What follows belongs to an exercise in optimizing a design on an open flow for small area and few clock cycles; a production flow would make more cautious choices. Only simulation tests tie the RTL to the original design; equivalence was not proved. Power is estimated from default activity; no workload was simulated.

**flow/config.mk**
```make
export PLATFORM = sky130hd
export DESIGN_NAME = lasc_ctrl
export DESIGN_NICKNAME = lasc_ctrl
export VERILOG_FILES = /design/flow/design.v
export SDC_FILE = /design/flow/constraint.sdc
export NUM_CORES = 4
export LEC_CHECK = 0
export CAP_MARGIN = 20
export CORE_MARGIN = 2
export CORE_UTILIZATION = 40
export CTS_BUF_LIST = sky130_fd_sc_hd__clkbuf_4
export PLACE_DENSITY = 0.6
export SLEW_MARGIN = 20
```
**flow/constraint.sdc**
```tcl
create_clock -name core_clock -period 10.0 [get_ports {clk}]
set_input_delay 2.0000 -clock core_clock [delete_from_list [all_inputs] [get_ports {clk}]]
set_output_delay 2.0000 -clock core_clock [all_outputs]
set_load 0.01 [all_outputs]
```
**flow/design.v**
```verilog
module lasc_ctrl (
    input  wire        clk,
    input  wire        rst,           
    input  wire        op_valid,
    input  wire [31:0] op_word,
    output wire        op_ready,
    output wire        rsp_valid,
    output wire [1:0]  rsp_code,      
    output reg         act_valid,
    output reg  [3:0]  act_kind,
    output reg  [15:0] act_data,
    input  wire [7:0]  st_rdata,
    input  wire        st_wfail,
    output reg         booted,
    output reg  [2:0]  mode,
    output reg         scan_active,
    output reg         scan_done,
    output reg  [1:0]  scan_result,
    output reg         flash_armed,
    output wire [7:0]  intensity,
    output reg         ind,
    output reg         cfg_err,
    output wire [13:0] patch,
    output wire [13:0] work,
    output reg  [3:0]  channel,
    output reg  [2:0]  range,
    output reg         zero_based
);
    localparam [15:0] DEBOUNCE_MS = 16'd20;
    localparam [15:0] SLOW_MS     = 16'd500;
    localparam [15:0] FAST_MS     = 16'd100;
    localparam [15:0] ACCEL_MS    = 16'd2000;
    localparam [7:0]  FLASH_TOGGLE_MS = 8'd250;
    localparam [15:0] STARTUP_WAIT_MS = 16'd100;
    localparam [15:0] CONFIG_IDLE_MS  = 16'd3000;
    localparam [7:0]  ACTIVITY_MS = 8'd50;
    localparam OP_TICK   = 8'h01, OP_DLOAD = 8'h02, OP_DWAIT = 8'h03;
    localparam OP_SBEGIN = 8'h10, OP_EVAL  = 8'h11, OP_PEND  = 8'h12;
    localparam OP_FSTART = 8'h20, OP_FSTOP = 8'h21, OP_ACT   = 8'h22;
    localparam OP_BOOT   = 8'h30, OP_EVENT = 8'h31, OP_FSTEP = 8'h32;
    localparam M_STARTUP = 3'd0, M_CFGCH = 3'd1, M_CFGDISP = 3'd2,
               M_NORMAL  = 3'd3, M_MODE2 = 3'd4;
    localparam EV_NONE = 2'd0, EV_UP = 2'd1, EV_DOWN = 2'd2, EV_MODE = 2'd3;
    localparam SW_REL = 2'd0, SW_UNC = 2'd1, SW_CONF = 2'd2;
    localparam A_INIT = 4'd1, A_SETINT = 4'd2, A_SHOWCR = 4'd3, A_SHOWP = 4'd4,
               A_SHOWZB = 4'd5, A_MIDI = 4'd6, A_UNLOCK = 4'd7, A_LOCK = 4'd8,
               A_READ = 4'd9, A_WRITE = 4'd10;
    localparam R_DONE = 2'd0, R_HOLD = 2'd1, R_REFUSED = 2'd2;
    localparam S_IDLE   = 5'd0,
               S_INIT   = 5'd1,
               S_R0     = 5'd2,  S_R1 = 5'd3, S_R4 = 5'd4, S_R2 = 5'd5, S_R3 = 5'd6,
               S_CXINT  = 5'd7,
               S_UNL0   = 5'd8,  S_W0 = 5'd9, S_W1 = 5'd10, S_W4 = 5'd11,
               S_UNL2   = 5'd12, S_W2 = 5'd13, S_W3 = 5'd14, S_LOCK = 5'd15,
               S_B0     = 5'd16, S_B1 = 5'd17, S_B2 = 5'd18, S_PC = 5'd19, S_PN = 5'd20,
               S_SHOWP  = 5'd21,
               S_INTL   = 5'd22, S_SHOWCR = 5'd23, S_SHOWZB = 5'd24, S_SHOWW = 5'd25;
    function [15:0] inc16;
        input [15:0] a;
        input        ci;
        integer i;
        reg c;
        begin
            c = ci;
            for (i = 0; i < 16; i = i + 1) begin
                inc16[i] = a[i] ^ c;
                c = c & a[i];
            end
        end
    endfunction
    function [15:0] dec16;
        input [15:0] a;
        input        bi;
        integer i;
        reg b;
        begin
            b = bi;
            for (i = 0; i < 16; i = i + 1) begin
                dec16[i] = a[i] ^ b;
                b = b & ~a[i];
            end
        end
    endfunction
    function gtc16;
        input [15:0] a;
        input [15:0] k;
        integer i;
        reg g;
        begin
            g = 1'b0;
            for (i = 0; i < 16; i = i + 1)
                g = k[i] ? (a[i] & g) : (a[i] | g);
            gtc16 = g;
        end
    endfunction
    function ge16;
        input [15:0] a;
        input [15:0] b;
        integer i;
        reg g;
        begin
            g = 1'b1;
            for (i = 0; i < 16; i = i + 1)
                g = (a[i] & ~b[i]) | (~(a[i] ^ b[i]) & g);
            ge16 = g;
        end
    endfunction
    reg [15:0] delay_cnt;
    reg [1:0]  sw_st0, sw_st1, sw_st2;
    reg [15:0] sw_down0, sw_down1, sw_down2;
    reg [15:0] sw_first0, sw_first1, sw_first2;
    reg [1:0]  scan_idx;
    reg [15:0] scan_el;               
    reg [15:0] scan_timeout;
    reg        scan_ar;
    reg        period_acc;
    reg [7:0]  cnt;
    reg [9:0]  patch_r, work_r;       
    reg [4:0]  seq;
    reg        seq_commit;
    reg        seq_diff;
    reg        rsp_r;
    reg [1:0]  rsp_code_r;
    wire int_lo = flash_armed & ind;
    assign intensity = {4'd0, ~int_lo, ~int_lo, ~int_lo, 1'b1};
    assign patch = {4'd0, patch_r};
    assign work  = {4'd0, work_r};
    wire [7:0] opc = op_word[31:24];
    wire z_23_17 = (op_word[23:17] == 7'd0);
    wire z_16    = !op_word[16];
    wire z_15_3  = (op_word[15:3] == 13'd0);
    wire z_2     = !op_word[2];
    wire z_1_0   = (op_word[1:0] == 2'd0);
    wire o_tick   = (opc == OP_TICK);
    wire o_dload  = (opc == OP_DLOAD);
    wire o_dwait  = (opc == OP_DWAIT);
    wire o_sbegin = (opc == OP_SBEGIN);
    wire o_eval   = (opc == OP_EVAL);
    wire o_pend   = (opc == OP_PEND);
    wire o_fstart = (opc == OP_FSTART);
    wire o_fstop  = (opc == OP_FSTOP);
    wire o_act    = (opc == OP_ACT);
    wire o_boot   = (opc == OP_BOOT);
    wire o_event  = (opc == OP_EVENT);
    wire o_fstep  = (opc == OP_FSTEP);
    wire z_all = z_23_17 && z_16 && z_15_3 && z_2 && z_1_0;
    wire legal = ((o_tick || o_dwait || o_pend || o_fstart || o_fstop || o_act || o_boot) && z_all) ||
                 (o_dload && z_23_17 && z_16) ||
                 (o_sbegin && z_23_17) ||
                 ((o_eval || o_fstep) && z_23_17 && z_16 && z_15_3) ||
                 (o_event && z_23_17 && z_16 && z_15_3 && z_2);
    wire [2:0] pins = op_word[2:0];
    wire idx3 = scan_idx[1] & scan_idx[0];
    wire fs       = o_fstep && booted && !scan_done;
    wire do_boot  = o_boot   || (o_fstep && !booted);
    wire do_event = o_event  || (o_fstep && booted && scan_done);
    wire do_eval  = o_eval   || (fs && scan_active && !idx3);
    wire do_pend  = o_pend   || (fs && scan_active && idx3);
    wire do_sbegin= o_sbegin || (fs && !scan_active);
    wire in_st  = (mode == M_STARTUP);
    wire in_ch  = (mode == M_CFGCH);
    wire in_dp  = (mode == M_CFGDISP);
    wire in_nm  = (mode == M_NORMAL);
    wire in_m2  = (mode == M_MODE2);
    wire [15:0] fs_to = in_st ? STARTUP_WAIT_MS : (in_ch || in_dp) ? CONFIG_IDLE_MS : 16'd0;
    wire [15:0] sb_to = o_fstep ? fs_to : op_word[15:0];
    wire        sb_ar = o_fstep ? in_m2 : op_word[16];
    wire [1:0]  ev = o_fstep ? scan_result : op_word[1:0];
    wire ev_none = (ev == EV_NONE);
    wire ev_up   = (ev == EV_UP);
    wire ev_dn   = (ev == EV_DOWN);
    wire ev_mode = (ev == EV_MODE);
    wire ev_ud   = ev_up || ev_dn;
    wire dly_nz = (delay_cnt != 16'd0);
    wire refuse = !legal ||
                  (o_dload && dly_nz) ||
                  (o_sbegin && scan_active) ||
                  (o_eval && !(scan_active && !idx3)) ||
                  (o_pend && !(scan_active && idx3)) ||
                  (o_boot && booted) ||
                  (o_event && !(booted && !scan_active));
    wire s_show = (seq == S_SHOWP) || (seq == S_SHOWW);
    wire seq_last = (seq == S_SHOWP && !seq_commit) || seq == S_INTL || seq == S_SHOWCR ||
                    seq == S_SHOWZB || seq == S_SHOWW;
    assign op_ready  = (seq == S_IDLE) || (seq_last && !(s_show && o_event));
    assign rsp_valid = rsp_r || seq_last;
    assign rsp_code  = rsp_code_r;
    wire accept = op_valid && op_ready && !rst;
    wire run    = accept && !refuse;
    wire r_tick   = run && o_tick;
    wire r_dload  = run && o_dload;
    wire r_fstart = run && o_fstart;
    wire r_fstop  = run && o_fstop;
    wire r_act    = run && o_act;
    wire r_boot   = run && do_boot;
    wire r_event  = run && do_event;
    wire r_eval   = run && do_eval;
    wire r_pend   = run && do_pend;
    wire r_sbegin = run && do_sbegin;
    wire [1:0]  ei  = scan_idx;
    wire        e0  = (ei == 2'd0), e1 = (ei == 2'd1), e2 = ei[1];
    wire        ea  = (e0 & pins[0]) | (e1 & pins[1]) | (e2 & pins[2]);
    wire [1:0]  est = ({2{e0}} & sw_st0) | ({2{e1}} & sw_st1) | ({2{e2}} & sw_st2);
    wire [15:0] el_down  = ({16{e0}} & sw_down0) | ({16{e1}} & sw_down1) | ({16{e2}} & sw_down2);
    wire [15:0] el_first = ({16{e0}} & sw_first0) | ({16{e1}} & sw_first1) | ({16{e2}} & sw_first2);
    wire        e_fast   = period_acc || gtc16(el_first, ACCEL_MS);
    wire        e_deb    = gtc16(el_down, DEBOUNCE_MS);
    wire        e_rep    = e_fast ? gtc16(el_down, FAST_MS) : gtc16(el_down, SLOW_MS);
    wire ev_rel   = !ea;
    wire ev_press = ea && est == SW_REL;
    wire ev_conf  = ea && est == SW_UNC && e_deb;
    wire ev_rpt   = ea && est[1] && scan_ar;
    wire ev_fire  = ev_conf || (ev_rpt && e_rep);
    wire ev_down  = ev_press || (ev_rpt && e_rep);    
    wire [1:0] ei_inc = {ei[1] ^ ei[0], ~ei[0]};
    wire p_tmo = (scan_timeout != 16'd0) && ge16(scan_el, scan_timeout);
    wire ev_arm  = (in_st && !ev_none) || (in_nm && ev_mode);
    wire evc_cx  = (in_ch && ev_none) || (in_dp && (ev_none || ev_mode));
    wire evc_nud = in_nm && ev_ud;
    wire evc_m2u = in_m2 && ev_ud;
    wire evc_m2c = in_m2 && ev_mode;
    wire evc_clamp = in_ch && ev_mode && range[2] && (patch_r[9:7] != 3'd0);
    wire [9:0] p_op  = in_m2 ? work_r : patch_r;     
    wire       p_up  = s_show || ev_up;
    wire       p_ci  = s_show ? !zero_based : !ev_mode;
    reg  [9:0] p_sum;
    reg        p_c;
    integer    pi;
    always @(*) begin
        p_c = p_ci;
        for (pi = 0; pi < 10; pi = pi + 1) begin
            p_sum[pi] = p_op[pi] ^ p_c;
            p_c = p_c & (p_up ? p_op[pi] : ~p_op[pi]);
        end
    end
    wire [2:0] pm_r = in_ch ? 3'd0 : range;
    reg  [9:0] pmax;
    always @(*) begin
        case (pm_r)
            3'd0:    pmax = 10'd127;
            3'd1:    pmax = 10'd255;
            3'd2:    pmax = 10'd383;
            3'd3:    pmax = 10'd511;
            default: pmax = 10'd999;
        endcase
    end
    wire ones60  = &p_op[6:0];
    wire p_atmax = (range == 3'd0) ? ones60 :
                   (range == 3'd1) ? ones60 & p_op[7] :
                   (range == 3'd2) ? ones60 & p_op[8] :
                   (range == 3'd3) ? ones60 & p_op[8] & p_op[7] :
                                     (&p_op[9:5]) & (&p_op[2:0]);
    wire [9:0] bv = {patch_r[1:0], st_rdata};
    wire b_over = (patch_r[7:2] != 6'd0) ||
                  ((range == 3'd0) ? (bv[9:7] != 3'd0) :
                   (range == 3'd1) ? (bv[9:8] != 2'd0) :
                   (range == 3'd2) ? (bv[9] | (bv[8] & bv[7])) :
                   (range == 3'd3) ? bv[9] :
                                     ((&bv[9:5]) & (bv[4] | bv[3])));
    wire boot_r2 = (seq == S_R2) && in_st;
    wire boot_r3 = (seq == S_R3) && in_st;
    wire sel_bv   = boot_r2 || boot_r3;
    wire sel_pmax = (boot_r3 && b_over) || (!sel_bv && (evc_clamp || (!ev_up && p_c)));
    wire sel_zero = ev_up && p_atmax;
    wire [9:0] p_new = sel_pmax ? pmax : sel_bv ? bv : (p_sum & ~{10{sel_zero}});
    wire we_patch = boot_r2 || boot_r3 || (r_event && (evc_nud || evc_m2c || evc_clamp));
    wire we_work  = boot_r3 || (r_event && ((in_nm && ev_mode) || evc_m2u));
    always @(posedge clk) begin
        if (rst) begin
            patch_r <= 10'd0;
            work_r  <= 10'd0;
        end else begin
            if (we_patch) patch_r <= p_new;
            if (we_work)  work_r  <= p_new;
        end
    end
    reg [2:0] s_off;
    always @(*) begin
        case (seq)
            S_R0, S_W0: s_off = 3'd0;
            S_R1, S_W1: s_off = 3'd1;
            S_R2, S_W2: s_off = 3'd2;
            S_R3, S_W3: s_off = 3'd3;
            default:    s_off = 3'd4;
        endcase
    end
    reg [7:0] s_byte;
    always @(*) begin
        case (s_off)
            3'd0:    s_byte = {4'd0, channel};
            3'd1:    s_byte = {5'd0, range};
            3'd2:    s_byte = {6'd0, patch_r[9:8]};
            3'd3:    s_byte = patch_r[7:0];
            default: s_byte = {7'd0, zero_based};
        endcase
    end
    wire rd_ne = (st_rdata != s_byte);
    wire [3:0] m5h = st_rdata[7:4], m5l = st_rdata[3:0];
    wire [4:0] m5s;
    wire [4:0] m5c;
    assign m5c[0] = 1'b0;
    genvar gi;
    generate
        for (gi = 0; gi < 4; gi = gi + 1) begin : g_m5
            assign m5s[gi]   = m5h[gi] ^ m5l[gi] ^ m5c[gi];
            assign m5c[gi+1] = (m5h[gi] & m5l[gi]) | (m5c[gi] & (m5h[gi] ^ m5l[gi]));
        end
    endgenerate
    assign m5s[4] = m5c[4];
    reg  [2:0] m5;
    always @(*) begin
        case (m5s)
            5'd0, 5'd5, 5'd10, 5'd15, 5'd20, 5'd25, 5'd30: m5 = 3'd0;
            5'd1, 5'd6, 5'd11, 5'd16, 5'd21, 5'd26, 5'd31: m5 = 3'd1;
            5'd2, 5'd7, 5'd12, 5'd17, 5'd22, 5'd27:        m5 = 3'd2;
            5'd3, 5'd8, 5'd13, 5'd18, 5'd23, 5'd28:        m5 = 3'd3;
            default:                                       m5 = 3'd4;
        endcase
    end
    wire [3:0] ch_step;
    wire [4:0] ch_c;
    assign ch_c[0] = 1'b1;
    generate
        for (gi = 0; gi < 4; gi = gi + 1) begin : g_ch
            assign ch_step[gi] = channel[gi] ^ ch_c[gi];
            assign ch_c[gi+1]  = ch_c[gi] & (ev_up ? channel[gi] : ~channel[gi]);
        end
    endgenerate
    always @(*) begin
        act_valid = 1'b1;
        act_kind  = 4'd0;
        act_data  = 16'd0;
        case (seq)
            S_INIT: act_kind = A_INIT;
            S_R0, S_R1, S_R2, S_R3, S_R4: begin act_kind = A_READ; act_data = {13'd0, s_off}; end
            S_W0, S_W1, S_W2, S_W3, S_W4: begin act_kind = A_WRITE; act_data = {5'd0, s_off, s_byte}; end
            S_CXINT, S_INTL: begin act_kind = A_SETINT; act_data = {8'd0, intensity}; end
            S_UNL0, S_UNL2: act_kind = A_UNLOCK;
            S_LOCK: act_kind = A_LOCK;
            S_B0: begin act_kind = A_MIDI; act_data = {8'd0, 4'hB, channel}; end
            S_B1: begin act_kind = A_MIDI; act_data = 16'd0; end
            S_B2: begin act_kind = A_MIDI; act_data = {13'd0, patch_r[9:7]}; end
            S_PC: begin act_kind = A_MIDI; act_data = {8'd0, 4'hC, channel}; end
            S_PN: begin act_kind = A_MIDI; act_data = {9'd0, patch_r[6:0]}; end
            S_SHOWP, S_SHOWW: begin act_kind = A_SHOWP; act_data = {6'd0, p_sum}; end
            S_SHOWCR: begin act_kind = A_SHOWCR; act_data = {5'd0, range, 4'd0, channel}; end
            S_SHOWZB: begin act_kind = A_SHOWZB; act_data = {15'd0, zero_based}; end
            default: act_valid = 1'b0;
        endcase
    end
    always @(posedge clk)
        scan_el <= r_sbegin ? 16'd0 : inc16(scan_el, r_tick);
    always @(posedge clk) begin
        sw_down0  <= (r_eval && e0 && ev_down)  ? 16'd0 : inc16(sw_down0, r_tick);
        sw_down1  <= (r_eval && e1 && ev_down)  ? 16'd0 : inc16(sw_down1, r_tick);
        sw_down2  <= (r_eval && e2 && ev_down)  ? 16'd0 : inc16(sw_down2, r_tick);
        sw_first0 <= (r_eval && e0 && ev_press) ? 16'd0 : inc16(sw_first0, r_tick);
        sw_first1 <= (r_eval && e1 && ev_press) ? 16'd0 : inc16(sw_first1, r_tick);
        sw_first2 <= (r_eval && e2 && ev_press) ? 16'd0 : inc16(sw_first2, r_tick);
    end
    always @(posedge clk) begin
        if (rst)
            delay_cnt <= 16'd0;
        else
            delay_cnt <= dec16(delay_cnt, r_tick && dly_nz) | ({16{r_dload}} & op_word[15:0]);
    end
    wire cnt_one = (cnt == 8'd1);
    wire cnt_l250 = r_fstart || (r_event && ev_arm) || (r_tick && cnt_one);
    wire cnt_l50  = (r_act || (r_event && evc_nud)) && !flash_armed;
    reg [7:0] cnt_dec;
    reg       cnt_b;
    integer   ci;
    always @(*) begin
        cnt_b = r_tick;
        for (ci = 0; ci < 8; ci = ci + 1) begin
            cnt_dec[ci] = cnt[ci] ^ cnt_b;
            cnt_b = cnt_b & ~cnt[ci];
        end
    end
    always @(posedge clk)
        cnt <= cnt_l250 ? FLASH_TOGGLE_MS : cnt_l50 ? ACTIVITY_MS : cnt_dec;
    always @(posedge clk) begin
        if (accept)
            rsp_code_r <= refuse ? R_REFUSED : (o_dwait && dly_nz) ? R_HOLD : R_DONE;
        case (seq)
            S_R0: seq_diff <= rd_ne;
            S_R1: seq_diff <= seq_diff || rd_ne;
            S_R2: seq_diff <= rd_ne;
            default: ;
        endcase
        if (r_sbegin) begin
            scan_timeout <= sb_to;
            scan_ar      <= sb_ar;
        end
        if (r_sbegin || (r_pend && !p_tmo)) begin
            scan_idx   <= 2'd0;
            period_acc <= 1'b0;
        end
        if (r_eval) begin
            if (!ev_fire)
                scan_idx <= ei_inc;
            if (ev_rel)
                period_acc <= 1'b0;
            else if (ev_rpt)
                period_acc <= e_fast;
        end
    end
    always @(posedge clk) begin
        if (rst) begin
            sw_st0       <= SW_REL;
            sw_st1       <= SW_REL;
            sw_st2       <= SW_REL;
            scan_active  <= 1'b0;
            scan_done    <= 1'b0;
            scan_result  <= EV_NONE;
            flash_armed  <= 1'b0;
            ind          <= 1'b0;
            booted       <= 1'b0;
            mode         <= M_STARTUP;
            channel      <= 4'd0;
            range        <= 3'd0;
            zero_based   <= 1'b0;
            cfg_err      <= 1'b0;
            seq          <= S_IDLE;
            seq_commit   <= 1'b0;
            rsp_r        <= 1'b0;
        end else begin
            rsp_r <= 1'b0;
            case (seq)
                S_INIT: seq <= S_R0;
                S_R0: begin
                    if (in_st) channel <= st_rdata[3:0];
                    seq <= S_R1;
                end
                S_R1: begin
                    if (in_st) range <= m5;
                    seq <= S_R4;
                end
                S_R4: begin
                    if (in_st) begin
                        zero_based <= (st_rdata != 8'd0);
                        seq <= S_R2;
                    end else if (seq_diff || rd_ne)
                        seq <= S_UNL0;
                    else
                        seq <= S_SHOWP;
                end
                S_R2: seq <= S_R3;
                S_R3: begin
                    if (in_st) begin
                        seq <= S_IDLE; rsp_r <= 1'b1;
                    end else if (seq_diff || rd_ne)
                        seq <= S_UNL2;
                    else
                        seq <= S_SHOWP;
                end
                S_CXINT: seq <= S_R0;
                S_UNL0: seq <= S_W0;
                S_W0: begin if (st_wfail) cfg_err <= 1'b1; seq <= S_W1; end
                S_W1: begin if (st_wfail) cfg_err <= 1'b1; seq <= S_W4; end
                S_W4: begin if (st_wfail) cfg_err <= 1'b1; seq <= S_LOCK; end
                S_UNL2: seq <= S_W2;
                S_W2: begin if (st_wfail) cfg_err <= 1'b1; seq <= S_W3; end
                S_W3: begin if (st_wfail) cfg_err <= 1'b1; seq <= S_LOCK; end
                S_LOCK: seq <= S_SHOWP;
                S_B0: seq <= S_B1;
                S_B1: seq <= S_B2;
                S_B2: seq <= S_PC;
                S_PC: seq <= S_PN;
                S_PN: seq <= S_R2;
                S_SHOWP: begin
                    seq_commit <= 1'b0;
                    seq <= seq_commit ? S_INTL : S_IDLE;
                end
                default: seq <= S_IDLE;
            endcase
            if (accept)
                rsp_r <= 1'b1;
            if (r_tick && cnt_one)
                ind <= flash_armed && !ind;
            if (r_fstart) begin
                flash_armed <= 1'b1;
                ind         <= 1'b0;
            end
            if (r_fstop) begin
                flash_armed <= 1'b0;
                ind         <= 1'b0;
                rsp_r       <= 1'b0;
                seq         <= S_INTL;
            end
            if (r_act && !flash_armed)
                ind <= 1'b1;
            if (r_boot) begin
                rsp_r  <= 1'b0;
                seq    <= S_INIT;
                booted <= 1'b1;
            end
            if (r_sbegin) begin
                scan_done    <= 1'b0;
                scan_active  <= 1'b1;
            end
            if (r_eval) begin
                if (ev_fire) begin
                    scan_result <= ei_inc;
                    scan_done   <= 1'b1;
                    scan_active <= 1'b0;
                end
                if (e0) begin
                    if (ev_rel) sw_st0 <= SW_REL;
                    else if (ev_press) sw_st0 <= SW_UNC;
                    else if (ev_conf) sw_st0 <= SW_CONF;
                end
                if (e1) begin
                    if (ev_rel) sw_st1 <= SW_REL;
                    else if (ev_press) sw_st1 <= SW_UNC;
                    else if (ev_conf) sw_st1 <= SW_CONF;
                end
                if (e2) begin
                    if (ev_rel) sw_st2 <= SW_REL;
                    else if (ev_press) sw_st2 <= SW_UNC;
                    else if (ev_conf) sw_st2 <= SW_CONF;
                end
            end
            if (r_pend) begin
                if (flash_armed) begin
                    rsp_r <= 1'b0;
                    seq   <= S_INTL;
                end
                if (p_tmo) begin
                    scan_result <= EV_NONE;
                    scan_done   <= 1'b1;
                    scan_active <= 1'b0;
                end
            end
            if (r_event) begin
                scan_done <= 1'b0;
                if (ev_arm) begin
                    flash_armed <= 1'b1;
                    ind         <= 1'b0;
                end
                if (evc_cx || evc_m2c) begin
                    flash_armed <= 1'b0;
                    ind         <= 1'b0;
                    mode        <= M_NORMAL;
                end
                if (evc_nud && !flash_armed)
                    ind <= 1'b1;
                if (evc_nud || evc_m2c) begin
                    seq_commit <= evc_m2c;
                    seq <= (range != 3'd0) ? S_B0 : S_PC;
                end
                if (in_st)
                    mode <= ev_none ? M_NORMAL : ev_dn ? M_CFGDISP : M_CFGCH;
                if (in_nm && ev_mode)
                    mode <= M_MODE2;
                if (in_ch && ev_ud)
                    channel <= ch_step;
                if (in_ch && ev_mode)
                    range <= range[2] ? 3'd0 : {range[1] & range[0], range[1] ^ range[0], ~range[0]};
                if (in_dp && ev_ud)
                    zero_based <= !zero_based;
                if (!((in_nm || in_m2) && ev_none) && !(in_nm && ev_mode))
                    rsp_r <= 1'b0;
                if ((in_st && ev_none))
                    seq <= S_SHOWP;
                if ((in_st && (ev_up || ev_mode)) || (in_ch && !ev_none))
                    seq <= S_SHOWCR;
                if ((in_st && ev_dn) || (in_dp && ev_ud))
                    seq <= S_SHOWZB;
                if (evc_cx)
                    seq <= S_CXINT;
                if (evc_m2u)
                    seq <= S_SHOWW;
            end
        end
    end
endmodule
```
**flow/run.sh**
```bash
#!/bin/bash
# synth_recipe.tcl (not shown) runs the flow's synth.tcl, then flattens the netlist and writes it again
# the make line also repeats each setting of config.mk as NAME=value (left out here)
make -C /OpenROAD-flow-scripts/flow DESIGN_CONFIG=/design/flow/config.mk WORK_HOME=/design/flow/orfs CLKGATE_MAP_FILE= SYNTH_SCRIPT=/design/flow/synth_recipe.tcl finish
```
==> summary.txt, run 1 <==
CP Max Fanout: 21
Synth Register Bits: 214
Max Transition Viols Final: 0
Root buffer cell: clkbuf_4
Endpoint arrival time on the critical path: 7200 ps
Count of cell types in the netlist: 94
Gpl congestion: 0.937
Clock skew: 57.1 ps
Critical-path top delay cell: clkdlybuf4s50_1
Top cells by count, synth: dfxtp_1, ha_1, and2_1, nand2_1, nor2_1
Slew headroom: 0.346
# Post-CTS Setup Buffers: 0
Power density cells: 117 nW/µm²
Syn Inst Count: 1477
Post-synth EDFFs: 20
Worst EP required: 8000 ps
Min-Delay Endpoint: seq_commit$_SDFF_PP0_
Vias in the first global route: 10900
RSZ-0062 raised after global routing: no
Final net count: 1791
Dominant register cell in the synthesized netlist: dfxtp_1
Final Hold Viols: 0
Wire per inst: 17.8 µm
Design area: 15300 µm²
Die height: 186 µm
Layout cells sized above 1: 0.102
Static leakage: 0.00655 µW
Largest net degree at the start of global routing: 73
R2R cell count: 26
Mapped Area: 13200 µm²
FILL cells: 3201
Cell Area, Placed: 14600 µm²
Synth top area share: 0.294
Multi-input gate area: 8060 µm²
Clock sinks: 214
Largest area contributor in the netlist: dfxtp_1
Final setup fails: 0
Maximum VDD drop: 0.0800 mV
Class of the worst hold path: reg2reg
Std-Cell Rows: 66
Status: finished clean
Area delta synth->final: 16.0%
Max Fclk: 0.109 GHz
CP startpoint kind: primary input
Setup CP Type: in2out
Vias per cell: 5.52
TritonRoute pass-1 iters: 7
PortBufs: 105
Final Cycle Share: 0.920
Via Count: 11400
Yosys warnings: 1
DRC Markers: 0
Final min period: 9200 ps
WHS Path Cells: 2
Ys async rst share: 0
All-Layer GR Usage: 0.215
DP HPWL: 27.7 mm
Worst Hold Launch: seq_commit$_SDFF_PP0_
CTS Buf Count: 60
Worst-Margin Slew: 973 ps
Clock tree from TritonCTS: yes
Gr ovfl total: 0
Setup TNS: 0 ps
I/O pin count: 124
Synth Area per Inst: 8.95 µm²
First-pass GRT wire length: 58.6 mm
Sequential share of the synthesized area: 0.339
Crit path cell chain: clkdlybuf4s50_1 > nor4b_4 > nand2_1 > buf_4 > and2_1 > a31oi_1 > inv_1 > ha_1 > inv_1 > o31a_1 > mux2i_1 > mux2_2 > nor4_1 > xor2_1 > o221ai_1 > clkdlybuf4s50_1
Max H-tree Level: 2
CORE AREA: 32500 µm²
Initial antenna violation count: 1
R2r setup slk: 4110 ps
Number of hold buffers added after CTS: 0
Clk slew on worst S/H paths: 60 ps
Total wire length: 36.9 mm
DRT iter0 DRCs: 893
Antenna-violating nets left: 0
CTS-repair resized insts: 0
Die Width: 186 µm
CTS Buffer Depth: 3
Max_cap viols: 0
Ranking of synthesized cells by area: dfxtp_1, ha_1, and2_1, edfxtp_1, a21oi_1
Reg-to-reg critical path startpoint: seq[2]$_SDFF_PP0_
Reg2reg end: delay_cnt[15]$_SDFF_PP0_
Final core occ: 0.471
Max incr delay on CP: 800 ps
DIE AREA: 34500 µm²
Register area: 4480 µm²
Top-count cell post-synth: dfxtp_1
Starting density of the core: 0.407
Worst-Skew Late Latency: 740 ps
Crit end category: output port
-- layer usage --
| layer | part of all wire | global-route usage | vias to the layer above |
|---|---|---|---|
| li1 | - | - | 5547 |
| met1 | 0.44 | 0.286 | 5385 |
| met2 | 0.45 | 0.342 | 425 |
| met3 | 0.077 | 0.0456 | 86 |
| met4 | 0.029 | 0.0825 | 0 |
| met5 | 0 | 0 | - |
-- how the worst max path moves through the flow --
stage,startpoint,end,depth (start not counted)
after floorplan,op_word[24],act_data[9],17
after global placement,op_word[25],act_data[8],16
after detailed placement,op_word[25],act_data[8],16
after CTS,op_word[25],act_data[8],16
after global routing,op_word[25],act_data[9],17
final,op_word[25],act_data[8],16
-- critical path, delay by kind of cell --
kind / cells / cell delay, ps
xor+xnor: 1 / 130
simple gates: 4 / 1250
buf+inv: 5 / 1860
compound gates: 3 / 1100
fa+ha+maj: 1 / 340
mux: 2 / 510
-- kinds of logic after synthesis --
group / after synthesis / synth area share
AO/OA/AOI/OAI: 331 / 0.168
XOR/XNOR: 37 / 0.0245
AND/OR/NAND/NOR: 525 / 0.224
adder cells (fa/ha/maj): 163 / 0.156
flip-flops: 214 / 0.339
multiplexers: 38 / 0.0311
other: 2 / 0.000568
buffers and inverters: 167 / 0.0568
-- area by class of cell --
class                      count  share of cell area
antenna                        1            0.000163
clock buffer                  96              0.0470
clock inverter                12             0.00408
inverter                      74              0.0181
multi-input combinational   1112               0.526
sequential                   214               0.292
tap                          442              0.0361
timing repair buffer         122              0.0765
-- metrics by stage --
step	cells	hold slack (ps)	setup slack [ps]	power, µW
2_1_floorplan	1493	448	2650	963
3_3_place_gp	1964	453	978	1000
3_5_place_dp	1964	471	850	1000
4_1_cts	2072	480	838	1830
5_1_grt	2073	508	481	1890
6_report	2073	484	802	1800
-- cell usage in the layout, fill, tap and decap left out, types with 10 or more instances in the layout --
cell type and n:
buf_4 17, conb_1 18, dfxtp_1 194, clkbuf_4 96, nand2b_1 12, nand2_1 105
o211ai_1 10, ha_1 160, nor3_1 23, clkinv_1 10, nand3_1 30, a21o_1 14
inv_1 73, nor4_1 28, a211oi_1 22, nor2_1 98, a31oi_1 16, o21ai_0 64
o21ai_1 11, nor2b_1 27, and3_1 10, a21oi_1 79, and2_1 109, a222oi_1 11
mux2i_1 31, clkdlybuf4s50_1 104, edfxtp_1 20, a22oi_1 12, xnor2_1 28
-- sequential cells by signal (all words and copies together), names as in the netlist, 2 cells and up, named ones only --
register / flops
sw_st2: 2
scan_result: 2
sw_down1: 16
rsp_code_r: 2
sw_first0: 16
patch_r: 10
sw_first1: 16
sw_down0: 16
scan_idx: 2
scan_timeout: 16
range: 3
channel: 4
sw_st0: 2
work_r: 10
seq: 5
scan_el: 16
cnt: 8
sw_first2: 16
delay_cnt: 16
mode: 3
sw_st1: 2
sw_down2: 16
-- power by group --
group,internal (µW),switching [µW]
clock,434,381
sequential,865,0.121
combinational,49.1,70.6
Testbench counts, summed over its fixed seeds: cycles 277,456.
==> inputs of run 2 (changes only) <==
--- a/flow/config.mk
+++ b/flow/config.mk
@@ -8,6 +8,5 @@
 export CAP_MARGIN = 20
 export CORE_MARGIN = 2
 export CORE_UTILIZATION = 40
-export CTS_BUF_LIST = sky130_fd_sc_hd__clkbuf_4
 export PLACE_DENSITY = 0.6
 export SLEW_MARGIN = 20
==> summary.txt, run 2 <==
Final core occ: 0.473
TritonRoute pass-1 iters: 9
Root buffer cell: clkbuf_16
Post-Layout Cell Count: 2009
Vias per cell: 5.59
PortBufs: 105
CTS Buf Count: 25
Clock tree from TritonCTS: yes
PnR Total Power: 1930 µW
Post-synth EDFFs: 20
Synth Area per Inst: 8.95 µm²
Worst-Margin Slew: 957 ps
Largest area contributor in the netlist: dfxtp_1
Area delta synth->final: 16.4%
Synth Register Bits: 214
Max Fclk: 0.108 GHz
Mapped Area: 13200 µm²
Clock skew: 10.1 ps
Die Width: 186 µm
Yosys warnings: 1
Starting density of the core: 0.407
DIE AREA: 34500 µm²
Total wire length: 36.8 mm
WHS Path Cells: 2
First-pass GRT wire length: 58.3 mm
Reg-to-reg critical path startpoint: scan_idx[1]$_DFF_P_
Cell Area, Placed: 14600 µm²
Crit end category: output port
Min-Delay Endpoint: seq_commit$_SDFF_PP0_
Max_cap viols: 0
Setup CP Type: in2out
Ranking of synthesized cells by area: dfxtp_1, ha_1, and2_1, edfxtp_1, a21oi_1
All-Layer GR Usage: 0.213
Net Sw Frac: 0.235
DRT iter0 DRCs: 1069
Static leakage: 0.00650 µW
Reg power frac: 0.449
RSZ-0062 raised after global routing: no
Max Transition Viols Final: 0
Slew headroom: 0.357
Die height: 186 µm
Commonest non-fill, non-tap cell in the layout: dfxtp_1
Gr ovfl total: 0
DRC Markers: 0
Worst Hold Launch: seq_commit$_SDFF_PP0_
Int Pwr: 1470 µW
Final Cycle Share: 0.924
Largest net degree at the start of global routing: 73
Final min period: 9240 ps
Maximum VDD drop: 0.120 mV
I/O pin count: 124
Antenna diodes: 0
Endpoint arrival time on the critical path: 7240 ps
Number of hold buffers added after CTS: 0
CORE AREA: 32500 µm²
Sequential share of the synthesized area: 0.339
Count of cell types in the netlist: 94
CP Max Fanout: 21
Design area: 15400 µm²
Clk pwr share: 0.489
Initial antenna violation count: 0
Worst EP required: 8000 ps
CP startpoint kind: primary input
Worst-Skew Late Latency: 540 ps
Std-Cell Rows: 66
R2r setup slk: 4100 ps
R2R cell count: 26
Vias in the first global route: 10600
Power density cells: 125 nW/µm²
Most frequent cells in the layout: dfxtp_1, ha_1, and2_1, nand2_1, clkdlybuf4s50_1
Dpl cells: 1964
DP HPWL: 27.7 mm
Gpl congestion: 0.937
Top-count cell post-synth: dfxtp_1
Syn Inst Count: 1477
Final net count: 1756
Final setup fails: 0
Top cells by count, synth: dfxtp_1, ha_1, and2_1, nand2_1, nor2_1
CTS-repair resized insts: 0
Status: finished clean
# Post-CTS Setup Buffers: 0
Synth top area share: 0.294
Class of the worst hold path: reg2reg
CTS Buffer Depth: 3
Net load switching power: 452 µW
Dominant register cell in the synthesized netlist: dfxtp_1
Setup TNS: 0 ps
Via Count: 11200
Clock sinks: 214
Wire per inst: 18.3 µm
Antenna-violating nets left: 0
Max H-tree Level: 1
Clk slew on worst S/H paths: 60 ps
Reg2reg end: sw_down0[15]$_SDFF_PP0_
Final Hold Viols: 0
Layout cells sized above 1: 0.0670
Ys async rst share: 0
Combinational share of power: 0.062
[run 2: final cells by class]
class	count	area (µm²)
Clock buffer	35	724
Clock inverter	10	119
Fill cell	3158	17100
Inverter	74	278
Multi-Input combinational cell	1112	8060
Sequential cell	214	4480
Tap cell	442	553
Timing Repair Buffer	122	1170
[run 2: worst max path at each step]
stage	startpoint	cells past startpoint	to
after floorplan	op_word[24]	17	act_data[9]
after global placement	op_word[25]	16	act_data[8]
after detailed placement	op_word[25]	16	act_data[8]
after CTS	op_word[25]	16	act_data[8]
after global routing	op_word[25]	17	act_data[9]
final	op_word[25]	16	act_data[8]
[run 2: power groups by stage]
stage | registers [µW] | clock network [µW] | logic, µW
finish | 865 | 941 | 120
global route | 865 | 1000 | 132
CTS | 865 | 961 | 119
detailed placement | 884 | 0 | 118
global placement | 884 | 0 | 117
floorplan | 884 | 0 | 78.3
[run 2: logic make-up after synthesis]
family | synth area share
other | 0.000568
AO/OA/AOI/OAI | 0.168
XOR/XNOR | 0.0245
AND/OR/NAND/NOR | 0.224
flip-flops | 0.339
buffers and inverters | 0.0568
multiplexers | 0.0311
adder cells (fa/ha/maj) | 0.156
[run 2: per-stage QoR]
stage / setup slack, ps / hold slack [ps]
5_1_grt: 483 / 508
3_5_place_dp: 850 / 471
4_1_cts: 838 / 479
6_report: 756 / 483
2_1_floorplan: 2650 / 448
3_3_place_gp: 978 / 453
[run 2: worst max-delay path, cell delays in order]
cell,delay (ps)
clkdlybuf4s50_1,790
nor4b_4,580
nand2_1,100
buf_4,220
and2_1,190
a31oi_1,330
inv_1,150
ha_1,340
inv_1,90
o31a_1,480
mux2i_1,150
mux2_2,360
nor4_1,400
xor2_1,130
o221ai_1,320
clkdlybuf4s50_1,600
[run 2: metal layers]
layer | vias up | part of all wire | GRT usage
met2 | 378 | 0.45 | 0.344
met4 | 0 | 0.028 | 0.0614
met3 | 70 | 0.067 | 0.0337
met1 | 5319 | 0.45 | 0.294
li1 | 5457 | - | -
met5 | - | 0 | 0
==> inputs of run 3 (changes only) <==
==> flow/flow/run.sh (new file) <==
#!/bin/bash
# The standard layout (standard.sh), with two changes to how the layout is made:
#  - ABC maps the logic for area (flow/abc_map.script) instead of the speed script;
#    registers are mapped before ABC runs, so they are the standard synthesis's own;
#  - the port buffers are the smallest buffer cell.
set -euo pipefail
cd "$(dirname "$0")/.."
rm -rf scripts_area
cp -r "$FLOW_HOME/scripts" scripts_area
cp flow/abc_map.script scripts_area/abc_speed.script
export SCRIPTS_DIR="$PWD/scripts_area"
export BUFFER_PORTS_ARGS="-buffer_cell sky130_fd_sc_hd__buf_1"
bash standard.sh > standard_flow.log 2>&1
==> flow/flow/abc_map.script (new file) <==
&get -n
&st
&dc2
&dch -f
&nf -R 1000 -p -F 8 -A 8 -C 32
&st
&dc2
&dch -f
&nf -R 1000 -p -F 8 -A 8 -C 32
&put
==> flow/standard.sh (new file) <==
#!/bin/bash
# synth_recipe.tcl (not shown) runs the flow's synth.tcl, then flattens the netlist and writes it again
# the make line also repeats each setting of config.mk as NAME=value (left out here)
make -C /OpenROAD-flow-scripts/flow DESIGN_CONFIG=/design/flow/config.mk WORK_HOME=/design/flow/orfs CLKGATE_MAP_FILE= SYNTH_SCRIPT=/design/flow/synth_recipe.tcl "${@:-finish}"
--- a/flow/config.mk
+++ b/flow/config.mk
@@ -8,5 +8,6 @@
 export CAP_MARGIN = 20
 export CORE_MARGIN = 2
 export CORE_UTILIZATION = 40
+export CTS_BUF_LIST = sky130_fd_sc_hd__clkbuf_8
 export PLACE_DENSITY = 0.6
 export SLEW_MARGIN = 20
removed: flow/run.sh
==> summary.txt, run 3 <==
Clock tree from TritonCTS: yes
Clk slew on worst S/H paths: 60 ps
Post-Layout Cell Count: 1887
Top-count cell post-synth: dfxtp_1
DRT iter0 DRCs: 698
Gr ovfl total: 0
Multi-input gate area: 7190 µm²
CP Max Fanout: 22
Commonest non-fill, non-tap cell in the layout: dfxtp_1
Count of cell types in the netlist: 61
Status: finished clean
Top cells by count, synth: dfxtp_1, ha_1, nand2_1, and2_0, nor2_1
Final net count: 1679
Post-Place Setup Slack: 1560 ps
Gpl congestion: 0.935
PortBufs: 105
CTS Buf Count: 39
Die Width: 177 µm
Static leakage: 0.00581 µW
Total wire length: 31.4 mm
Dpl cells: 1821
DP HPWL: 23.1 mm
Setup TNS: 0 ps
Die height: 177 µm
Endpoint arrival time on the critical path: 6510 ps
I/O pin count: 124
CP startpoint kind: primary input
Post-synth EDFFs: 20
Slew headroom: 0.352
Class of the worst hold path: reg2reg
Most frequent cells in the layout: dfxtp_1, ha_1, nand2_1, and2_0, buf_1
DIE AREA: 31400 µm²
Ys async rst share: 0
Vias in the first global route: 9806
Yosys warnings: 1
Dominant register cell in the synthesized netlist: dfxtp_1
Sequential share of the synthesized area: 0.374
Vias per cell: 5.45
CORE AREA: 29600 µm²
CTS-repair resized insts: 0
DRC Markers: 0
Mapped Area: 12000 µm²
Final setup fails: 0
All-Layer GR Usage: 0.201
Synth top area share: 0.324
Worst hold slack: 481 ps
Area delta synth->final: 13.5%
Initial antenna violation count: 0
Maximum VDD drop: 0.0780 mV
Number of hold buffers added after CTS: 0
Layout cells sized above 1: 0.0454
Largest net degree at the start of global routing: 48
FILL cells: 2957
Max Fclk: 0.118 GHz
Via Count: 10300
Max H-tree Level: 2
Antenna-violating nets left: 0
RSZ-0062 raised after global routing: no
Setup CP Type: in2out
Clock sinks: 214
# Post-CTS Setup Buffers: 0
Worst-Skew Late Latency: 540 ps
Clock skew: 19.3 ps
CTS Buffer Depth: 3
Final min period: 8510 ps
Wire per inst: 16.6 µm
Final Hold Viols: 0
Worst-Margin Slew: 968 ps
Power density cells: 127 nW/µm²
Max Transition Viols Final: 0
Std-Cell Rows: 63
Crit end category: output port
Antenna diodes: 0
Final Cycle Share: 0.851
TritonRoute pass-1 iters: 6
Synth Area per Inst: 9.10 µm²
Syn Inst Count: 1317
Starting density of the core: 0.406
Largest area contributor in the netlist: dfxtp_1
Synth Register Bits: 214
Worst EP required: 8000 ps
Final worst slack: 1490 ps
First-pass GRT wire length: 50.9 mm
Root buffer cell: clkbuf_8
Register area: 4480 µm²
Ranking of synthesized cells by area: dfxtp_1, ha_1, and2_0, edfxtp_1, nand2_1
Max_cap viols: 0
-- run 3: changes by cell type in the layout (fill, tap and decap cells not counted), sizes merged, moves of 7 or more --
cell / before / now
clkdlybuf4s50: 104 / 0
buf: 18 / 117
clkinv: 6 / 74
inv: 75 / 11
nand2: 106 / 124
a21oi: 81 / 65
mux2i: 31 / 17
and2: 111 / 122
clkbuf: 35 / 46
nor2b: 28 / 19
a222oi: 11 / 19
o21ai: 77 / 69
a31o: 7 / 0
-- run 3: layout make-up --
class | instances | share of cell area
Multi-Input combinational cell | 1034 | 0.528
Sequential cell | 214 | 0.330
Clock buffer | 45 | 0.0455
Timing Repair Buffer | 118 | 0.0362
Tap cell | 390 | 0.0359
Inverter | 65 | 0.0179
Clock inverter | 21 | 0.00690
-- run 3: worst paths after layout --
| kind | start | slack [ps] | endpoint | cells past startpoint |
|---|---|---|---|---|
| worst min-delay path | cfg_err$_SDFFE_PP0P_ | 480 | cfg_err$_SDFFE_PP0P_ | 2 |
| worst max-delay path | op_word[24] | 1490 | act_data[9] | 20 |
| worst min register to register | cfg_err$_SDFFE_PP0P_ | 480 | cfg_err$_SDFFE_PP0P_ | 2 |
| worst max register to register | seq[4]$_SDFF_PP0_ | 3870 | delay_cnt[15]$_SDFF_PP0_ | 27 |
-- run 3: through the flow --
| stage | power [µW] | area, µm² | util |
|---|---|---|---|
| final | 1730 | 13600 | 0.460 |
| after global routing | 1810 | 13600 | 0.460 |
| after CTS | 1750 | 13600 | 0.460 |
| after detailed placement | 973 | 12900 | 0.436 |
| after global placement | 973 | 12900 | 0.436 |
| after floorplan | 946 | 12000 | - |
-- run 3: report_power, final --
part	internal, µW	total [µW]	switching, µW
sequential	866	866	0.0853
combinational	29.9	90.1	60.2
clock	409	774	365
-- run 3: worst max-delay path, cell delays in order --
cell	delay, ps
buf_1	110
nor3_1	340
nand2_1	200
or2_0	230
buf_4	200
and2_0	190
a21oi_1	360
clkinv_1	180
ha_1	330
nor2_1	560
and2_0	230
mux2_1	140
nand3_1	100
nor2_1	210
nand2_1	130
nor2_1	250
nand2_1	130
xnor2_1	180
a221o_1	310
buf_1	130
-- run 3: kinds of logic (layout without fill, tap and decap cells) --
group | Yosys count | after routing | synth area share
buffers and inverters | 85 | 249 | 0.0329
xor gates and xnor gates | 34 | 34 | 0.0248
muxes | 20 | 20 | 0.0170
DFF | 214 | 214 | 0.374
AOI/OAI and AO/OA | 280 | 280 | 0.158
adders and majority gates | 163 | 163 | 0.172
other | 2 | 18 | 0.000627
and+or+nand+nor | 519 | 519 | 0.221
-- run 3: layer usage --
layer	track usage	part of all wire	vias up	routed length [µm]
met5	0	0	-	0
met4	0.0603	0.020	0	629
met3	0.0367	0.069	53	2170
met2	0.322	0.45	347	14100
met1	0.274	0.46	4766	14500
li1	-	-	5116	-
==> inputs of run 4 (changes only) <==
--- a/flow/config.mk
+++ b/flow/config.mk
@@ -9,5 +9,7 @@
 export CORE_MARGIN = 2
 export CORE_UTILIZATION = 40
 export CTS_BUF_LIST = sky130_fd_sc_hd__clkbuf_8
+export CTS_CLUSTER_DIAMETER = 80
+export CTS_CLUSTER_SIZE = 20
 export PLACE_DENSITY = 0.6
 export SLEW_MARGIN = 20
==> summary.txt, run 4 <==
Main combinational cell family by area after synthesis: simple AND/OR/NAND/NOR gates
Mapped Area: 12000 µm²
I/O pin count: 124
Endpoint arrival time on the critical path: 6580 ps
Static leakage: 0.00557 µW
Most frequent cells in the layout: dfxtp_1, ha_1, nand2_1, and2_0, buf_1
Max_cap viols: 0
Area delta synth->final: 10.1%
Adder-cell share of the synthesized area: 0.172
Count of cell types in the netlist: 61
Vias per cell: 5.50
Top cells by count, synth: dfxtp_1, ha_1, nand2_1, and2_0, nor2_1
Post-synth EDFFs: 20
TritonRoute pass-1 iters: 8
Clock sinks: 214
Sequential share of the synthesized area: 0.374
Commonest non-fill, non-tap cell in the layout: dfxtp_1
Via Count: 10200
Yosys warnings: 1
Final min period: 8580 ps
Class of the worst hold path: reg2reg
Status: finished clean
Post-Place Setup Slack: 1560 ps
Die Width: 177 µm
Ys async rst share: 0
Max H-tree Level: 1
DIE AREA: 31400 µm²
Synth Register Bits: 214
Clock tree from TritonCTS: yes
Total wire length: 30.9 mm
Wire per inst: 16.7 µm
Max Transition Viols Final: 0
Worst EP required: 8000 ps
Layout cells sized above 1: 0.0275
Largest area contributor in the netlist: dfxtp_1
First-pass GRT wire length: 50.0 mm
Setup TNS: 0 ps
Setup CP Type: in2out
Final net count: 1656
Synth Area per Inst: 9.10 µm²
CP startpoint kind: primary input
Die height: 177 µm
Vias in the first global route: 9561
Root buffer cell: clkbuf_8
Post-synthesis mux area share: 0.0170
CTS Buffer Depth: 3
PnR Total Power: 1430 µW
Synth Area in XOR/XNOR: 0.0248
PortBufs: 105
Clk slew on worst S/H paths: 110 ps
Starting density of the core: 0.406
DRC Markers: 0
Crit end category: output port
Gr ovfl total: 0
Final setup fails: 0
Post-synthesis compound-gate area fraction: 0.158
Antenna-violating nets left: 0
Worst hold slack: 487 ps
Slew headroom: 0.264
Maximum VDD drop: 0.0588 mV
DP HPWL: 23.1 mm
CORE AREA: 29600 µm²
All-Layer GR Usage: 0.196
RSZ-0062 raised after global routing: no
Number of hold buffers added after CTS: 0
CTS Buf Count: 16
Max Fclk: 0.117 GHz
CP Max Fanout: 22
Gpl congestion: 0.935
Syn Inst Count: 1317
Synth top area share: 0.324
DRT iter0 DRCs: 751
Top-count cell post-synth: dfxtp_1
Worst-Margin Slew: 1100 ps
Final Cycle Share: 0.858
Final worst slack: 1420 ps
Clock skew: 25.2 ps
Largest net degree at the start of global routing: 48
Ranking of synthesized cells by area: dfxtp_1, ha_1, and2_0, edfxtp_1, nand2_1
Synth Area in Simple Gates: 0.221
R2r setup slk: 3850 ps
Antenna diodes: 0
Power density cells: 108 nW/µm²
CTS-repair resized insts: 0
# Post-CTS Setup Buffers: 0
Worst-Skew Late Latency: 530 ps
Dominant register cell in the synthesized netlist: dfxtp_1
Std-Cell Rows: 63
Final Hold Viols: 0
Initial antenna violation count: 0
run 4: cell counts after synthesis:
Identical to the previous run, type by type.
run 4: worst max-delay path, stage by stage:
cell and delay [ps]:
buf_1 110, nor3_1 340, nand2_1 200, or2_0 230
buf_4 200, and2_0 190, a21oi_1 360, clkinv_1 180
ha_1 330, nor2_1 560, and2_0 250, mux2_1 160
nand3_1 110, nor2_1 210, nand2_1 130, nor2_1 250
nand2_1 130, xnor2_1 180, a221o_1 310, buf_1 130
run 4: logic make-up after synthesis:
kind of cell               after synthesis
AOI/OAI and AO/OA                      280
adders and majority gates              163
and+or+nand+nor                        519
buffers and inverters                   85
muxes                                   20
other                                    2
xor gates and xnor gates                34
DFF                                    214
run 4: worst paths after layout:
path | startpoint | end | depth (start not counted)
max | op_word[24] | act_data[9] | 20
min | cfg_err$_SDFFE_PP0P_ | cfg_err$_SDFFE_PP0P_ | 2
max reg2reg | seq[4]$_SDFF_PP0_ | delay_cnt[15]$_SDFF_PP0_ | 27
min reg2reg | cfg_err$_SDFFE_PP0P_ | cfg_err$_SDFFE_PP0P_ | 2
run 4: report_power, final:
part           leakage (µW)  switching (µW)  internal [µW]
sequential          0.00174          0.0855            865
combinational       0.00367            60.1           29.8
clock              0.000169             304            169
total               0.00557             364           1060
run 4: final cells by class:
class | instances | area [µm²]
Multi-Input combinational cell | 1034 | 7180
Inverter | 65 | 244
Fill cell | 2977 | 16400
Tap cell | 390 | 488
Clock buffer | 17 | 234
Sequential cell | 214 | 4480
Timing Repair Buffer | 118 | 493
Clock inverter | 9 | 67.6
run 4: metrics by stage:
| stage | utilization | cells | area [µm²] |
|---|---|---|---|
| 6_report | 0.446 | 1847 | 13200 |
| 5_1_grt | 0.446 | 1847 | 13200 |
| 4_1_cts | 0.446 | 1847 | 13200 |
| 3_5_place_dp | 0.436 | 1821 | 12900 |
| 3_3_place_gp | 0.436 | 1821 | 12900 |
| 2_1_floorplan | - | 1333 | 12000 |
run 4: routing by layer:
layer / vias up / track usage / part of all wire
met5: - / 0 / 0
met4: 0 / 0.0417 / 0.020
met3: 48 / 0.0268 / 0.060
met2: 316 / 0.321 / 0.45
met1: 4751 / 0.273 / 0.47
li1: 5044 / - / -
==> inputs of run 5 (changes only) <==
--- a/flow/design.v
+++ b/flow/design.v
@@ -46,15 +46,15 @@
                A_SHOWZB = 4'd5, A_MIDI = 4'd6, A_UNLOCK = 4'd7, A_LOCK = 4'd8,
                A_READ = 4'd9, A_WRITE = 4'd10;
     localparam R_DONE = 2'd0, R_HOLD = 2'd1, R_REFUSED = 2'd2;
-    localparam S_IDLE   = 5'd0,
-               S_INIT   = 5'd1,
-               S_R0     = 5'd2,  S_R1 = 5'd3, S_R4 = 5'd4, S_R2 = 5'd5, S_R3 = 5'd6,
-               S_CXINT  = 5'd7,
-               S_UNL0   = 5'd8,  S_W0 = 5'd9, S_W1 = 5'd10, S_W4 = 5'd11,
-               S_UNL2   = 5'd12, S_W2 = 5'd13, S_W3 = 5'd14, S_LOCK = 5'd15,
-               S_B0     = 5'd16, S_B1 = 5'd17, S_B2 = 5'd18, S_PC = 5'd19, S_PN = 5'd20,
-               S_SHOWP  = 5'd21,
-               S_INTL   = 5'd22, S_SHOWCR = 5'd23, S_SHOWZB = 5'd24, S_SHOWW = 5'd25;
+    localparam S_IDLE   = 5'b00000,
+               S_INIT   = 5'b00001,
+               S_R0     = 5'b01000, S_R1 = 5'b01001, S_R2 = 5'b01010, S_R3 = 5'b01011, S_R4 = 5'b01100,
+               S_W0     = 5'b10000, S_W1 = 5'b10001, S_W2 = 5'b10010, S_W3 = 5'b10011, S_W4 = 5'b10100,
+               S_CXINT  = 5'b00010,
+               S_UNL0   = 5'b00011, S_UNL2 = 5'b00100, S_LOCK = 5'b00101,
+               S_B0     = 5'b11000, S_B1 = 5'b11001, S_B2 = 5'b11010, S_PC = 5'b11011, S_PN = 5'b11100,
+               S_SHOWP  = 5'b00110,
+               S_INTL   = 5'b00111, S_SHOWCR = 5'b01101, S_SHOWZB = 5'b01110, S_SHOWW = 5'b01111;
     function [15:0] inc16;
         input [15:0] a;
         input        ci;
@@ -274,16 +274,7 @@
             if (we_work)  work_r  <= p_new;
         end
     end
-    reg [2:0] s_off;
-    always @(*) begin
-        case (seq)
-            S_R0, S_W0: s_off = 3'd0;
-            S_R1, S_W1: s_off = 3'd1;
-            S_R2, S_W2: s_off = 3'd2;
-            S_R3, S_W3: s_off = 3'd3;
-            default:    s_off = 3'd4;
-        endcase
-    end
+    wire [2:0] s_off = seq[2:0];
     reg [7:0] s_byte;
     always @(*) begin
         case (s_off)
@@ -295,26 +286,41 @@
         endcase
     end
     wire rd_ne = (st_rdata != s_byte);
-    wire [3:0] m5h = st_rdata[7:4], m5l = st_rdata[3:0];
-    wire [4:0] m5s;
-    wire [4:0] m5c;
+    wire [7:0] x5 = st_rdata;
+    wire ca = x5[0] & x5[4];
+    wire [2:0] m5a = {(x5[1] & x5[5]) | (ca & (x5[1] ^ x5[5])), x5[1] ^ x5[5] ^ ca, x5[0] ^ x5[4]};
+    wire cb = x5[2] & x5[6];
+    wire [2:0] m5b = ~{(x5[3] & x5[7]) | (cb & (x5[3] ^ x5[7])), x5[3] ^ x5[7] ^ cb, x5[2] ^ x5[6]};
+    wire [3:0] m5v;
+    wire [3:0] m5c;
     assign m5c[0] = 1'b0;
     genvar gi;
     generate
-        for (gi = 0; gi < 4; gi = gi + 1) begin : g_m5
-            assign m5s[gi]   = m5h[gi] ^ m5l[gi] ^ m5c[gi];
-            assign m5c[gi+1] = (m5h[gi] & m5l[gi]) | (m5c[gi] & (m5h[gi] ^ m5l[gi]));
+        for (gi = 0; gi < 3; gi = gi + 1) begin : g_m5
+            assign m5v[gi]   = m5a[gi] ^ m5b[gi] ^ m5c[gi];
+            assign m5c[gi+1] = (m5a[gi] & m5b[gi]) | (m5c[gi] & (m5a[gi] ^ m5b[gi]));
         end
     endgenerate
-    assign m5s[4] = m5c[4];
+    assign m5v[3] = m5c[3];
     reg  [2:0] m5;
     always @(*) begin
-        case (m5s)
-            5'd0, 5'd5, 5'd10, 5'd15, 5'd20, 5'd25, 5'd30: m5 = 3'd0;
-            5'd1, 5'd6, 5'd11, 5'd16, 5'd21, 5'd26, 5'd31: m5 = 3'd1;
-            5'd2, 5'd7, 5'd12, 5'd17, 5'd22, 5'd27:        m5 = 3'd2;
-            5'd3, 5'd8, 5'd13, 5'd18, 5'd23, 5'd28:        m5 = 3'd3;
-            default:                                       m5 = 3'd4;
+        case (m5v)
+            4'd0: m5 = 3'd3;
+            4'd1: m5 = 3'd4;
+            4'd2: m5 = 3'd0;
+            4'd3: m5 = 3'd1;
+            4'd4: m5 = 3'd2;
+            4'd5: m5 = 3'd3;
+            4'd6: m5 = 3'd4;
+            4'd7: m5 = 3'd0;
+            4'd8: m5 = 3'd1;
+            4'd9: m5 = 3'd2;
+            4'd10: m5 = 3'd3;
+            4'd11: m5 = 3'd4;
+            4'd12: m5 = 3'd0;
+            4'd13: m5 = 3'd1;
+            4'd14: m5 = 3'd2;
+            4'd15: m5 = 3'd3;
         endcase
     end
     wire [3:0] ch_step;
==> flow/flow/run.sh (replaced) <==
#!/bin/bash
# The standard layout (standard.sh), with these changes to how the layout is made:
#  - ABC maps all logic, adders included, for area (flow/abc_map.script) instead of
#    the speed script and the adder cell map; registers are mapped before ABC runs,
#    so they are the standard synthesis's own;
#  - the port buffers are the smallest buffer cell.
set -euo pipefail
cd "$(dirname "$0")/.."
rm -rf scripts_area
cp -r "$FLOW_HOME/scripts" scripts_area
cp flow/abc_map.script scripts_area/abc_speed.script
export SCRIPTS_DIR="$PWD/scripts_area"
export ADDER_MAP_FILE=
export BUFFER_PORTS_ARGS="-buffer_cell sky130_fd_sc_hd__buf_1"
bash standard.sh > standard_flow.log 2>&1
--- a/flow/config.mk
+++ b/flow/config.mk
@@ -8,8 +8,5 @@
 export CAP_MARGIN = 20
 export CORE_MARGIN = 2
 export CORE_UTILIZATION = 40
-export CTS_BUF_LIST = sky130_fd_sc_hd__clkbuf_8
-export CTS_CLUSTER_DIAMETER = 80
-export CTS_CLUSTER_SIZE = 20
 export PLACE_DENSITY = 0.6
 export SLEW_MARGIN = 20
==> summary.txt, run 5 <==
Antenna-violating nets left: 0
Net Sw Frac: 0.231
Synth Area per Inst: 7.96 µm²
Vias in the first global route: 9957
DRC Markers: 0
Largest area contributor in the netlist: dfxtp_1
Std-Cell Rows: 60
Commonest non-fill, non-tap cell in the layout: nor2_1
CORE AREA: 26900 µm²
Wire per inst: 17.3 µm
DIE AREA: 28600 µm²
Yosys warnings: 1
Endpoint arrival time on the critical path: 7060 ps
Static leakage: 0.00460 µW
RSZ-0062 raised after global routing: no
CP Max Fanout: 24
Syn Inst Count: 1371
Max Fclk: 0.110 GHz
Synth Area in XOR/XNOR: 0.0506
CTS Buf Count: 24
Setup TNS: 0 ps
All-Layer GR Usage: 0.222
Dominant register cell in the synthesized netlist: dfxtp_1
PnR Total Power: 1830 µW
Final Hold Viols: 0
Post-synth EDFFs: 20
Via Count: 10700
Worst-Skew Late Latency: 530 ps
Net load switching power: 422 µW
Max Transition Viols Final: 0
Reg-to-reg critical path startpoint: seq[2]$_SDFF_PP0_
Synth Register Bits: 211
Post-synthesis mux area share: 0.0158
Clock tree from TritonCTS: yes
CP startpoint kind: primary input
Maximum VDD drop: 0.108 mV
Starting density of the core: 0.406
Clock skew: 24.5 ps
Most frequent cells in the layout: nor2_1, dfxtp_1, nand2_1, a21oi_1, nor3_1
PortBufs: 105
Sequential share of the synthesized area: 0.405
Largest net degree at the start of global routing: 67
Top cells by count, synth: nor2_1, dfxtp_1, nand2_1, a21oi_1, nor3_1
Final setup fails: 0
CTS-repair resized insts: 0
Int Pwr: 1410 µW
Synth Area in Simple Gates: 0.301
DP HPWL: 23.9 mm
Count of cell types in the netlist: 57
Combinational share of power: 0.045
Clk pwr share: 0.488
Post-synthesis compound-gate area fraction: 0.194
Worst setup path start: op_word[25]
Worst EP required: 8000 ps
Gpl congestion: 0.966
Worst Hold Launch: delay_cnt[15]$_SDFF_PP0_
Clock sinks: 211
Vias per cell: 5.70
Total wire length: 32.5 mm
# Post-CTS Setup Buffers: 0
Final Cycle Share: 0.906
Crit end category: output port
Reg power frac: 0.467
Mapped Area: 10900 µm²
Register area: 4420 µm²
Layout cells sized above 1: 0.0418
I/O pin count: 124
Final min period: 9060 ps
Main combinational cell family by area after synthesis: simple AND/OR/NAND/NOR gates
Gr ovfl total: 0
DRT iter0 DRCs: 784
Final net count: 1558
TritonRoute pass-1 iters: 5
Adder-cell share of the synthesized area: 0.00734
Antenna diodes: 0
Slew headroom: 0.301
FILL cells: 2645
Ranking of synthesized cells by area: dfxtp_1, nor2_1, a21oi_1, edfxtp_1, nor3_1
Worst-Margin Slew: 1050 ps
Initial antenna violation count: 0
CTS Buffer Depth: 3
Multi-input gate area: 6290 µm²
Root buffer cell: clkbuf_16
Die Width: 169 µm
Power density cells: 145 nW/µm²
Max_cap viols: 0
First-pass GRT wire length: 51.8 mm
Setup CP Type: in2out
Die height: 169 µm
Class of the worst hold path: reg2reg
Area delta synth->final: 15.4%
Top-count cell post-synth: nor2_1
Clk slew on worst S/H paths: 60 ps
Ys async rst share: 0
Number of hold buffers added after CTS: 0
Status: finished clean
Synth top area share: 0.350
Max H-tree Level: 1
run 5: changes by cell type after synthesis, moves of 19 or more:
cell,before,now
a21oi_1,65,125
and2_0,122,38
and3_1,7,34
clkinv_1,65,33
ha_1,160,0
nor2_1,98,200
nor3_1,34,110
xnor2_1,23,42
run 5: area by class of cell:
cell class              count  share of cell area
clock buffers              29              0.0524
clock inverters            15              0.0125
inverters                  33             0.00984
multi-input cells        1123               0.499
flip-flops and latches    211               0.351
well taps                 341              0.0339
repair buffers            121              0.0409
run 5: final timing paths:
path         slack, ps  cells past startpoint                       end
max                940                     19               act_data[9]
min                470                      2  delay_cnt[15]$_SDFF_PP0_
max reg2reg       4240                     22  sw_first2[15]$_SDFF_PP0_
min reg2reg        470                      2  delay_cnt[15]$_SDFF_PP0_
run 5: critical path: stages:
cell	delay [ps]
buf_1	220
nor4b_1	540
nand4_1	160
buf_4	240
and2_0	200
a21oi_1	480
nor2b_1	570
or2_0	390
o21ai_0	170
a21oi_1	230
nand2_1	120
nor2_1	180
nand2_1	140
a21oi_1	280
o21ai_0	210
xor2_1	220
a222oi_1	450
clkinv_1	120
buf_1	140
run 5: power groups by stage:
stage | Sequential [µW] | Clock (µW) | Combinational [µW]
finish | 853 | 893 | 82.5
global placement | 872 | 0 | 80.5
global route | 853 | 959 | 91.8
CTS | 853 | 921 | 82.1
floorplan | 872 | 0 | 56.9
detailed placement | 872 | 0 | 81.6
run 5: kinds of logic (layout without fill, tap and decap cells):
kind of cell	count (synthesis)	count (layout)
AND/OR/NAND/NOR	676	676
AO/OA/AOI/OAI	341	341
flip-flops	211	211
XOR/XNOR	63	63
buffers and inverters	53	198
multiplexers	17	17
adder cells (fa/ha/maj)	8	8
other	2	18
run 5: layer usage:
layer  vias to the layer above  track usage  wire, µm  part of all wire
met3                        76       0.0354      1960             0.060
li1                       5318            -         -                 -
met1                      4948        0.281     13900              0.43
met4                         0       0.0799      1090             0.033
met5                         -            0         0                 0
met2                       335        0.382     15500              0.48
run 5: per-stage QoR:
stage               instances  area (µm²)  hold WS (ps)   util  setup slack [ps]
CTS                      1873       12600           469  0.468              1040
global placement         1829       11800           452  0.438              1070
global route             1873       12600           497  0.469               469
finish                   1873       12600           467  0.469               936
floorplan                1387       11000           426      -              1710
detailed placement       1829       11800           458  0.438              1080
Testbench counts of run 5, summed over its fixed seeds: cycles 277,456.

static timing again, ports no longer ideal:
The flow's constraints put no driver on any port. The routed layouts listed below were extracted and timed again, unchanged, in two steps.
Step 1 assumes that a clkbuf_16 drives the clock port and a buf_2 every other input.
Step 2 also shifts input and output timing later by t, the mid clock arrival at the registers, as if the neighbouring blocks saw the same clock.
a / b / c = ideal ports / drivers / drivers and shift; a / b = the first two.
run	t, ns	setup WS [ns]	latest minus earliest clock arrival (ns)
run 1	0.758	0.802 / 0.779 / 0.779	0.057 / 0.057
run 2	0.588	0.756 / 0.732 / 0.732	0.010 / 0.010
run 3	0.579	1.491 / 1.470 / 1.470	0.020 / 0.019
run 4	0.563	1.424 / 1.402 / 1.402	0.026 / 0.026
run 5	0.565	0.936 / 0.914 / 0.914	0.026 / 0.026
After both steps every run listed still meets setup and hold. For run 2, which loses most, drivers alone change the setup slack by -0.024 ns; drivers and shift together by -0.024 ns.
